From an optimization exercise on the open Yosys and OpenROAD flow, aimed at small area and a short achievable clock period; shortcuts taken in it are not production practice.
RTL that was checked went through simulation tests only; none was proved equivalent to the original.
No activity file was given, so power comes from the tool's default toggle rates.

// daisy_core
module daisy_core (
    input  wire       clk,
    input  wire       rst,
    input  wire       op_valid,
    input  wire [3:0] op,
    output reg        cmd_ready,
    output reg        rx_active,
    output reg        hop_request,
    output reg        rdata_valid,
    output wire [7:0] rdata,
    output reg        radio_req,
    output wire       radio_channel,
    output reg        sink_byte_valid,
    output wire [7:0] sink_byte,
    output reg        sink_commit,
    output reg        sink_begin,
    output wire       sink_begin_chan
);
For scale: ~310 cells after synthesis, about 77 flip-flops, roughly 33 I/O pins, ~3400 µm² of cells after synthesis.
export LEC_CHECK = 0
export CAP_MARGIN = 20
export CORE_MARGIN = 2
export CORE_UTILIZATION = 40
export CTS_CLUSTER_DIAMETER = 100
export CTS_CLUSTER_SIZE = 50
export SETUP_SLACK_MARGIN = 1.6
export SLEW_MARGIN = 20
create_clock -name core_clock -period 3.5 [get_ports {clk}]
standard.sh (not shown) runs the stock make flow with config.mk's settings and CLKGATE_MAP_FILE= SYNTH_SCRIPT=/design/flow/synth_recipe.tcl, a recipe that flattens the netlist after the stock synthesis.
==> flow/flow/run.sh <==
#!/bin/bash
# ORFS layout through the standard.sh, with these changes:
#  - synthesis may not use the slow many-input OR / NOR cells (added to the
#    platform's don't-use list);
#  - ports are buffered with buf_4 instead of the smallest buffer the resizer picks;
#  - timing repair may swap a cell for one with another footprint.
# Each tool's output goes to a log file of its own in this folder.
set -euo pipefail
BASE=$(make -s -C "$FLOW_HOME" DESIGN_CONFIG="$PWD/config.mk" WORK_HOME="$PWD/orfs" print-DONT_USE_CELLS 2>/dev/null \
       | sed -n 's/^DONT_USE_CELLS: //p' | tail -1)
SLOW=""
for c in or3_1 or3_2 or3_4 or3b_1 or3b_2 or3b_4 or4_1 or4_2 or4_4 or4b_1 or4b_2 or4b_4 \
         or4bb_1 or4bb_2 or4bb_4 nor4_1 nor4_2 nor4_4 nor4b_1 nor4b_2 nor4b_4 nor4bb_1 nor4bb_2 nor4bb_4; do
  SLOW="$SLOW sky130_fd_sc_hd__$c"
done
echo "DONT_USE_CELLS=$BASE $SLOW" > dont_use.log
bash standard.sh "DONT_USE_CELLS=$BASE $SLOW" synth > synth.log 2>&1
bash standard.sh "DONT_USE_CELLS=$BASE $SLOW" MATCH_CELL_FOOTPRINT=0 \
  "BUFFER_PORTS_ARGS=-buffer_cell sky130_fd_sc_hd__buf_4" finish > layout.log 2>&1
The baseline completed without violations.
Next try:
--- a/flow/flow/run.sh
+++ b/flow/flow/run.sh
@@ -5 +5 @@
-#  - ports are buffered with buf_4 instead of the smallest buffer the resizer picks;
+#  - ports are buffered with buf_1 instead of the smallest buffer the resizer picks;
@@ -19 +19 @@
-  "BUFFER_PORTS_ARGS=-buffer_cell sky130_fd_sc_hd__buf_4" finish > layout.log 2>&1
+  "BUFFER_PORTS_ARGS=-buffer_cell sky130_fd_sc_hd__buf_1" finish > layout.log 2>&1
Settings changed: CTS_CLUSTER_DIAMETER 100 to default, CTS_CLUSTER_SIZE 50 to default.
Effect: Sequential share of layout area went down by 0.69 points; global-route usage went up by 0.29 points; clock skew stays flat.
Next try:
--- a/flow/flow/run.sh
+++ b/flow/flow/run.sh
@@ -5 +5 @@
-#  - ports are buffered with buf_1 instead of the smallest buffer the resizer picks;
+#  - ports are buffered with buf_2 instead of the smallest buffer the resizer picks;
@@ -19 +19 @@
-  "BUFFER_PORTS_ARGS=-buffer_cell sky130_fd_sc_hd__buf_1" finish > layout.log 2>&1
+  "BUFFER_PORTS_ARGS=-buffer_cell sky130_fd_sc_hd__buf_2" finish > layout.log 2>&1
Routed wire length fell by 3.5%. Total power rose by 4.3%. Clock-buffer cell count rose by 2. Die area is unchanged.
Next try:
--- a/flow/flow/run.sh
+++ b/flow/flow/run.sh
@@ -5 +5 @@
-#  - ports are buffered with buf_2 instead of the smallest buffer the resizer picks;
+#  - ports are buffered with buf_4 instead of the smallest buffer the resizer picks;
@@ -19 +19 @@
-  "BUFFER_PORTS_ARGS=-buffer_cell sky130_fd_sc_hd__buf_2" finish > layout.log 2>&1
+  "BUFFER_PORTS_ARGS=-buffer_cell sky130_fd_sc_hd__buf_4" finish > layout.log 2>&1
Settings changed: CORE_UTILIZATION 40 to 30.
After rerunning:
- The new run ran to the end with no violations
- maximum frequency is lower by 2.4%
- count of clock-buffer cells in the layout is lower by 1
- die area is higher by about 30%
- sequential share of layout area is lower by 3.8 points
- non-clock buffer count is higher by 2
- global-route usage is lower by 2.9 points
- utilization is lower by 9.2 points
- wire length is higher by about 9%
Next try:
--- a/flow/flow/run.sh
+++ b/flow/flow/run.sh
@@ -3 +3 @@
-#  - synthesis may not use the slow many-input OR / NOR cells (added to the
+#  - synthesis may not use the slow 3- and 4-input OR / NOR cells (added to the
@@ -13 +13 @@
-         or4bb_1 or4bb_2 or4bb_4 nor4_1 nor4_2 nor4_4 nor4b_1 nor4b_2 nor4b_4 nor4bb_1 nor4bb_2 nor4bb_4; do
+         or4bb_1 or4bb_2 or4bb_4 nor3_1 nor3_2 nor3_4 nor3b_1 nor3b_2 nor3b_4 nor4_1 nor4_2 nor4_4 nor4b_1 nor4b_2 nor4b_4 nor4bb_1 nor4bb_2 nor4bb_4; do
Settings changed: CORE_UTILIZATION 30 to 40.
=> The new run finished clean; setup slack is about the same; global-route usage rises by 4.7 points; worst hold slack gains 0.011 ns; routed wire length drops by about 1.2%.

Setup of lane 1:
daisy_core, a different RTL version from the one above (not shown whole).
export LEC_CHECK = 0
export CAP_MARGIN = 20
export CORE_MARGIN = 2
export CORE_UTILIZATION = 40
export SETUP_SLACK_MARGIN = 1.5
export SLEW_MARGIN = 20
export SYNTH_HIERARCHICAL = 1
create_clock -name core_clock -period 3.5 [get_ports {clk}]
run.sh (not shown) runs the stock make flow with config.mk's settings and CLKGATE_MAP_FILE= SYNTH_SCRIPT=/design/flow/synth_recipe.tcl, a recipe that flattens the netlist after the stock synthesis.
Stock flow here: none of the scripts above is used.
Changes in lane 2 relative to lane 1:
- changing SETUP_SLACK_MARGIN from 1.5 to 1.9
### Flow results
Between lane 2 and lane 1, the sequential power does not differ in any meaningful way. On lane 2: critical path depth in cells is 2 higher than what lane 1 gave. Per the final summary, lane 2 finished and its layout is clean on timing, DRC and antenna. Relative to lane 1, the first-iteration DRC count of lane 2 is lower by 67. Via count (lane 2 over lane 1): increase, about 5%. Global routing usage on met3, lane 2 and lane 1: lower on lane 1.
Function was not checked in any run of this note: the RTL went through the layout flow alone.

Setup of build 90:
Another version of the RTL of daisy_core (not shown whole).
For scale: roughly 360 cells after synthesis, roughly 33 I/O pins.
==> flow/design.v (excerpt) <==
module daisy_core (
    input  wire       clk,
    input  wire       rst,
    input  wire       op_valid,
    input  wire [3:0] op,
    output reg        cmd_ready,
    output reg        rx_active,
    output reg        hop_request,
    output reg        rdata_valid,
    output wire [7:0] rdata,
    output reg        radio_req,
    output wire       radio_channel,
    output reg        sink_byte_valid,
    output wire [7:0] sink_byte,
    output reg        sink_commit,
    output reg        sink_begin,
    output wire       sink_begin_chan
);
    localparam [2:0] PH_OFF      = 3'd0;
    localparam [2:0] PH_WAITPRE  = 3'd2;
    localparam [2:0] PH_WAITSTA  = 3'd3;
    localparam [2:0] PH_PREFETCH = 3'd4;
    localparam [2:0] PH_PAYLOAD  = 3'd5;
    localparam [2:0] PH_HOP      = 3'd6;
    localparam [2:0] ERR_NONE    = 3'd0;
    localparam [2:0] ERR_NOSTART = 3'd1;
    localparam [2:0] ERR_STUFF   = 3'd2;
    localparam [2:0] ERR_NOEND   = 3'd3;
    localparam [2:0] ERR_CRC     = 3'd4;
    reg [2:0]  phase;
    reg [15:0] win;
    reg [9:0]  cnt;
    reg [7:0]  acc;
    reg [15:0] crc;
    reg        prev_e;
    reg        chan;
    reg [2:0]  err;
    reg [5:0]  tag;
    reg [5:0]  rd;
    assign rdata           = {2'b00, rd};
    assign radio_channel   = chan;
    assign sink_begin_chan = chan;
    assign sink_byte       = acc;
    wire        wp, ws, pf, pl, in_hop, fl0, fl1, pr0, pr1, hc0, hc1;
    wire        nostart, stuff_err, noend, take, pf_end, byte_end, crc_ok, cnt_en;
    wire [9:0]  cnt_inc;
    wire [15:0] crc_s;
    dc_cond u_cond (
        .phase(phase), .win(win), .cnt(cnt), .crc(crc), .prev_e(prev_e),
        .wp(wp), .ws(ws), .pf(pf), .pl(pl), .in_hop(in_hop),
        .fl0(fl0), .fl1(fl1), .pr0(pr0), .pr1(pr1), .hc0(hc0), .hc1(hc1),
        .nostart(nostart), .stuff_err(stuff_err), .noend(noend), .take(take),
        .pf_end(pf_end), .byte_end(byte_end), .crc_ok(crc_ok), .cnt_en(cnt_en),
        .cnt_inc(cnt_inc), .crc_s(crc_s)
    );
  ...
Settings: LEC_CHECK=0, CAP_MARGIN=20, CORE_MARGIN=2, CORE_UTILIZATION=40, SETUP_SLACK_MARGIN=1.6, SLEW_MARGIN=20, SYNTH_HIERARCHICAL=1; clock period 3.5 ns.
Changes in build 73 relative to build 90:
# build 90
export LEC_CHECK = 0
export CAP_MARGIN = 20
export CORE_MARGIN = 2
export CORE_UTILIZATION = 40
export SETUP_SLACK_MARGIN = 1.6
export SLEW_MARGIN = 20
export SYNTH_HIERARCHICAL = 1
create_clock -name core_clock -period 3.5 [get_ports {clk}]
# build 73
export LEC_CHECK = 0
export CAP_MARGIN = 20
export CORE_MARGIN = 2
export CORE_UTILIZATION = 40
export SETUP_SLACK_MARGIN = 1.6
export SLEW_MARGIN = 20
create_clock -name core_clock -period 3.5 [get_ports {clk}]
Results
Build 73 -> build 90: net switching fraction of the power flat. Cmp build 73 vs build 90: sequential group share of total power higher in build 73. Compared build 73 against build 90; total chip power within noise. The lower worst-case reg-to-reg path depth of build 90 and build 73 is in build 73. On smallest setup slack after layout: build 73 sits above build 90. Build 73 vs build 90 on pin count of the biggest net entering global routing: build 73 is the lower one.
--- input diff build 73..build 93 ---
# build 73
export LEC_CHECK = 0
export CAP_MARGIN = 20
export CORE_MARGIN = 2
export CORE_UTILIZATION = 40
export SETUP_SLACK_MARGIN = 1.6
export SLEW_MARGIN = 20
create_clock -name core_clock -period 3.5 [get_ports {clk}]
# build 93
export LEC_CHECK = 0
export CAP_MARGIN = 20
export CORE_MARGIN = 2
export CORE_UTILIZATION = 40
export SETUP_SLACK_MARGIN = 2.0
export SLEW_MARGIN = 20
create_clock -name core_clock -period 3.5 [get_ports {clk}]
==> flow/flow/run.sh (new file) <==
#!/bin/bash
# ORFS layout through the standard.sh, with these changes:
#  - synthesis may not use the slow many-input OR / NOR cells (added to the
#    platform's don't-use list);
#  - ports are buffered with buf_4 instead of the smallest buffer the resizer picks;
#  - timing repair may swap a cell for one with another footprint.
# Each tool's output goes to a log file of its own in this folder.
set -euo pipefail
BASE=$(make -s -C "$FLOW_HOME" DESIGN_CONFIG="$PWD/config.mk" WORK_HOME="$PWD/orfs" print-DONT_USE_CELLS 2>/dev/null \
       | sed -n 's/^DONT_USE_CELLS: //p' | tail -1)
SLOW=""
for c in or3_1 or3_2 or3_4 or3b_1 or3b_2 or3b_4 or4_1 or4_2 or4_4 or4b_1 or4b_2 or4b_4 \
         or4bb_1 or4bb_2 or4bb_4 nor4_1 nor4_2 nor4_4 nor4b_1 nor4b_2 nor4b_4 nor4bb_1 nor4bb_2 nor4bb_4; do
  SLOW="$SLOW sky130_fd_sc_hd__$c"
done
echo "DONT_USE_CELLS=$BASE $SLOW" > dont_use.log
bash standard.sh "DONT_USE_CELLS=$BASE $SLOW" synth > synth.log 2>&1
bash standard.sh "DONT_USE_CELLS=$BASE $SLOW" MATCH_CELL_FOOTPRINT=0 \
  "BUFFER_PORTS_ARGS=-buffer_cell sky130_fd_sc_hd__buf_4" finish > layout.log 2>&1
==> flow/standard.sh (new file) <==
#!/bin/bash
# synth_recipe.tcl (not shown) runs the flow's synth.tcl, then flattens the netlist and writes it again
# the make line also repeats each setting of config.mk as NAME=value (left out here)
make -C /OpenROAD-flow-scripts/flow DESIGN_CONFIG=/design/flow/config.mk WORK_HOME=/design/flow/orfs CLKGATE_MAP_FILE= SYNTH_SCRIPT=/design/flow/synth_recipe.tcl "${@:-finish}"
removed: flow/run.sh
[summary]
Build 93: PASS, flow complete, no timing, DRC or antenna violations. Build 73 went all the way through synthesis, placement and routing and the layout is clean on timing, DRC and antenna. Complex-gate fraction of the synthesized area ended up 1.1 points higher on build 93 than on build 73. Wire: build 93 routes less than build 73. On routing usage on met3: between build 73 and build 93, it ends up lower for build 93. Against build 73, design area in build 93 rose by a few percent.
For build 29, these inputs were changed with respect to build 93:
# build 93
export LEC_CHECK = 0
export CAP_MARGIN = 20
export CORE_MARGIN = 2
export CORE_UTILIZATION = 40
export SETUP_SLACK_MARGIN = 2.0
export SLEW_MARGIN = 20
create_clock -name core_clock -period 3.5 [get_ports {clk}]
# build 29
export LEC_CHECK = 0
export CAP_MARGIN = 20
export CORE_MARGIN = 2
export CORE_UTILIZATION = 40
export SETUP_SLACK_MARGIN = 1.6
export SLEW_MARGIN = 20
create_clock -name core_clock -period 3.5 [get_ports {clk}]
### Flow results
- Compared with build 93, build 29 shows a higher final clock period utilization by the worst path.
- On count of cells resized by post-cts repair: between build 93 and build 29, it ends up lower for build 29.
- Build 93 and build 29 ended up with roughly the same remaining antenna violation count.
- The startpoint of the most critical setup path comes out crc[0] in one run and op[0] in the other, namely in build 29 and build 93 respectively.
- In terms of number of placed cells counting well taps, build 93 and build 29 differ only marginally.
- Synthesis-to-layout area growth (lower): build 29
- As far as worst path arrival time is concerned, build 93 and build 29 perform about the same.
- Build 29 vs. build 93: design area has decreased; routed wire length has decreased.
- Summary: with build 93 as the reference, final instance count without filler cells in build 29 moved down by a few percent.
- Between build 93 and build 29, the flow reports switching component of the power decreasing slightly.
- Compared with build 93, build 29 shows a number of global-route vias before repair that is 61 lower.
Setup changes, build 29 to build 97
# build 29
export LEC_CHECK = 0
export CAP_MARGIN = 20
export CORE_MARGIN = 2
export CORE_UTILIZATION = 40
export SETUP_SLACK_MARGIN = 1.6
export SLEW_MARGIN = 20
create_clock -name core_clock -period 3.5 [get_ports {clk}]
# build 97
export LEC_CHECK = 0
export CAP_MARGIN = 20
export CORE_MARGIN = 2
export CORE_UTILIZATION = 40
export SETUP_SLACK_MARGIN = 1.8
export SLEW_MARGIN = 20
export SYNTH_HIERARCHICAL = 1
create_clock -name core_clock -period 3.5 [get_ports {clk}]
[summary]
Taking build 29 as the reference, in build 97 power of the clock network increased by about 1% relative to the old numbers, slack of the worst reg-to-reg path lower, final period utilization went up by 8.6 points, fraction of area in clock buffers and inverters went down. Build 97 ended with every stage complete and zero timing, DRC or antenna violations. Build 97 vs build 29 — total wirelength of the detailed-routed design climbed by more than 10%. Placer congestion estimate essentially unchanged between build 29 and build 97. Build 97 against build 29: core utilization of the finished layout climbed 2.3 points; multi-input combinational cell area climbed 15%.

daisy_core again, from the RTL that the note above started with.
clock: 3.5 ns
lec_check: 0
cap_margin: 20
core_margin: 2
core_utilization: 40
setup_slack_margin: 2.0
slew_margin: 20
standard.sh (not shown) runs the stock make flow with config.mk's settings and CLKGATE_MAP_FILE= SYNTH_SCRIPT=/design/flow/synth_recipe.tcl, a recipe that flattens the netlist after the stock synthesis.
==> flow/flow/run.sh <==
#!/bin/bash
# ORFS layout through the standard.sh, with these changes:
#  - synthesis may not use the slow many-input OR / NOR / AND and 3-input XOR cells (added to the
#    platform's don't-use list);
#  - ports are buffered with buf_4 instead of the smallest buffer the resizer picks;
#  - timing repair may swap a cell for one with another footprint.
# Each tool's output goes to a log file of its own in this folder.
set -euo pipefail
BASE=$(make -s -C "$FLOW_HOME" DESIGN_CONFIG="$PWD/config.mk" WORK_HOME="$PWD/orfs" print-DONT_USE_CELLS 2>/dev/null \
       | sed -n 's/^DONT_USE_CELLS: //p' | tail -1)
SLOW=""
for c in or3_1 or3_2 or3_4 or3b_1 or3b_2 or3b_4 or4_1 or4_2 or4_4 or4b_1 or4b_2 or4b_4 \
         or4bb_1 or4bb_2 or4bb_4 xor3_1 xor3_2 xor3_4 xnor3_1 xnor3_2 xnor3_4 and4_1 and4_2 and4_4 and4b_1 and4b_2 and4b_4 and4bb_1 and4bb_2 and4bb_4 nor4_1 nor4_2 nor4_4 nor4b_1 nor4b_2 nor4b_4 nor4bb_1 nor4bb_2 nor4bb_4; do
  SLOW="$SLOW sky130_fd_sc_hd__$c"
done
echo "DONT_USE_CELLS=$BASE $SLOW" > dont_use.log
bash standard.sh "DONT_USE_CELLS=$BASE $SLOW" synth > synth.log 2>&1
bash standard.sh "DONT_USE_CELLS=$BASE $SLOW" MATCH_CELL_FOOTPRINT=0 \
  "BUFFER_PORTS_ARGS=-buffer_cell sky130_fd_sc_hd__buf_4" finish > layout.log 2>&1
The starting point passed the timing, design-rule and antenna checks.
Rerun with:
==> flow/flow/run.sh (replaced) <==
#!/bin/bash
# ORFS layout through the standard.sh, with these changes:
#  - synthesis may not use the slow many-input OR / NOR cells (they are added to
#    the platform's don't-use list, which the platform's config appends to);
#  - ports are buffered with buf_4 instead of the smallest buffer the resizer picks;
#  - timing repair may swap a cell for one with another footprint.
# Each tool's output goes to a log file of its own in this folder.
set -euo pipefail
SLOW=""
for c in or3_1 or3_2 or3_4 or3b_1 or3b_2 or3b_4 or4_1 or4_2 or4_4 or4b_1 or4b_2 or4b_4 \
         or4bb_1 or4bb_2 or4bb_4 nor4_1 nor4_2 nor4_4 nor4b_1 nor4b_2 nor4b_4 nor4bb_1 nor4bb_2 nor4bb_4; do
  SLOW="$SLOW sky130_fd_sc_hd__$c"
done
export DONT_USE_CELLS="$SLOW"
bash standard.sh synth > synth.log 2>&1
bash standard.sh MATCH_CELL_FOOTPRINT=0 "BUFFER_PORTS_ARGS=-buffer_cell sky130_fd_sc_hd__buf_4" finish > layout.log 2>&1
Settings changed: SETUP_SLACK_MARGIN 2.0 to 1.6.
=>
- The changed run completed without violations
- via count increases by about 4.6%
- wire length rose by about 1.3%
- global-route usage is lower by 1.2 points
- cell area came out higher by about 3%
- sequential power is higher by about 0.4%
- utilization increases by 0.50 points
- register-to-register slack is worse by 0.05 ns
- synthesized area came out higher by 4.0%
- die area rises by about 4%
- non-clock buffer count goes up by 3

## afterwards: timing with drivers on the ports
No port has a modelled driver above. Below, the same layouts with a new extraction and two added sets of constraints. Step 1 sets driving cells, clkbuf_16 on the clock port and buf_2 on the other inputs (assumed; they add their load-dependent delay and slew). Step 2 adds t to the input delays and takes it off the output delays; t is the mean of the earliest and latest rising clock arrival at the registers after step 1. Input paths then give back, and output paths get back, about the clock's delay inside the block. a / b / c = ideal / step 1 / step 2; a / b = the first two.
run | shift t [ns] | slack for setup (ns) | hold WS [ns] | worst setup path after step 2 | pins driven straight from the clock port
the first run of note 1 | 0.379 | 1.595 / 1.606 / 1.227 | 0.436 / 0.436 / 0.436 | input to register | 1
the second run of note 1 | 0.387 | 1.588 / 1.592 / 1.205 | 0.451 / 0.451 / 0.451 | input to register | 1
the third run of note 1 | 0.378 | 1.601 / 1.601 / 1.264 | 0.454 / 0.454 / 0.454 | input to register | 1
the fourth run of note 1 | 0.368 | 1.555 / 1.561 / 1.197 | 0.443 / 0.443 / 0.443 | input to register | 1
the fifth run of note 1 | 0.385 | 1.556 / 1.550 / 1.166 | 0.454 / 0.454 / 0.454 | input to register | 1
lane 1 | 0.403 | 1.382 / 1.382 / 1.205 | 0.447 / 0.447 / 0.447 | input to register | 1
lane 2 | 0.398 | 1.415 / 1.415 / 1.361 | 0.453 / 0.453 / 0.453 | input to register | 1
build 90 | 0.382 | 1.302 / 1.302 / 1.039 | 0.450 / 0.450 / 0.450 | input to register | 1
build 73 | 0.394 | 1.416 / 1.415 / 1.021 | 0.432 / 0.432 / 0.432 | input to register | 1
build 93 | 0.373 | 1.676 / 1.664 / 1.291 | 0.461 / 0.461 / 0.461 | input to register | 1
build 29 | 0.383 | 1.658 / 1.658 / 1.280 | 0.450 / 0.450 / 0.450 | input to register | 1
build 97 | 0.380 | 1.356 / 1.356 / 1.176 | 0.454 / 0.454 / 0.454 | input to register | 1
the first run of note 4 | 0.381 | 1.474 / 1.474 / 1.150 | 0.458 / 0.458 / 0.458 | input to register | 1
the second run of note 4 | 0.384 | 1.421 / 1.421 / 1.038 | 0.452 / 0.452 / 0.452 | input to register | 1
After both steps every run listed still meets setup and hold. The setup slack of build 73, which loses most, moves by -0.001 ns with the drivers and by -0.395 ns with both steps.
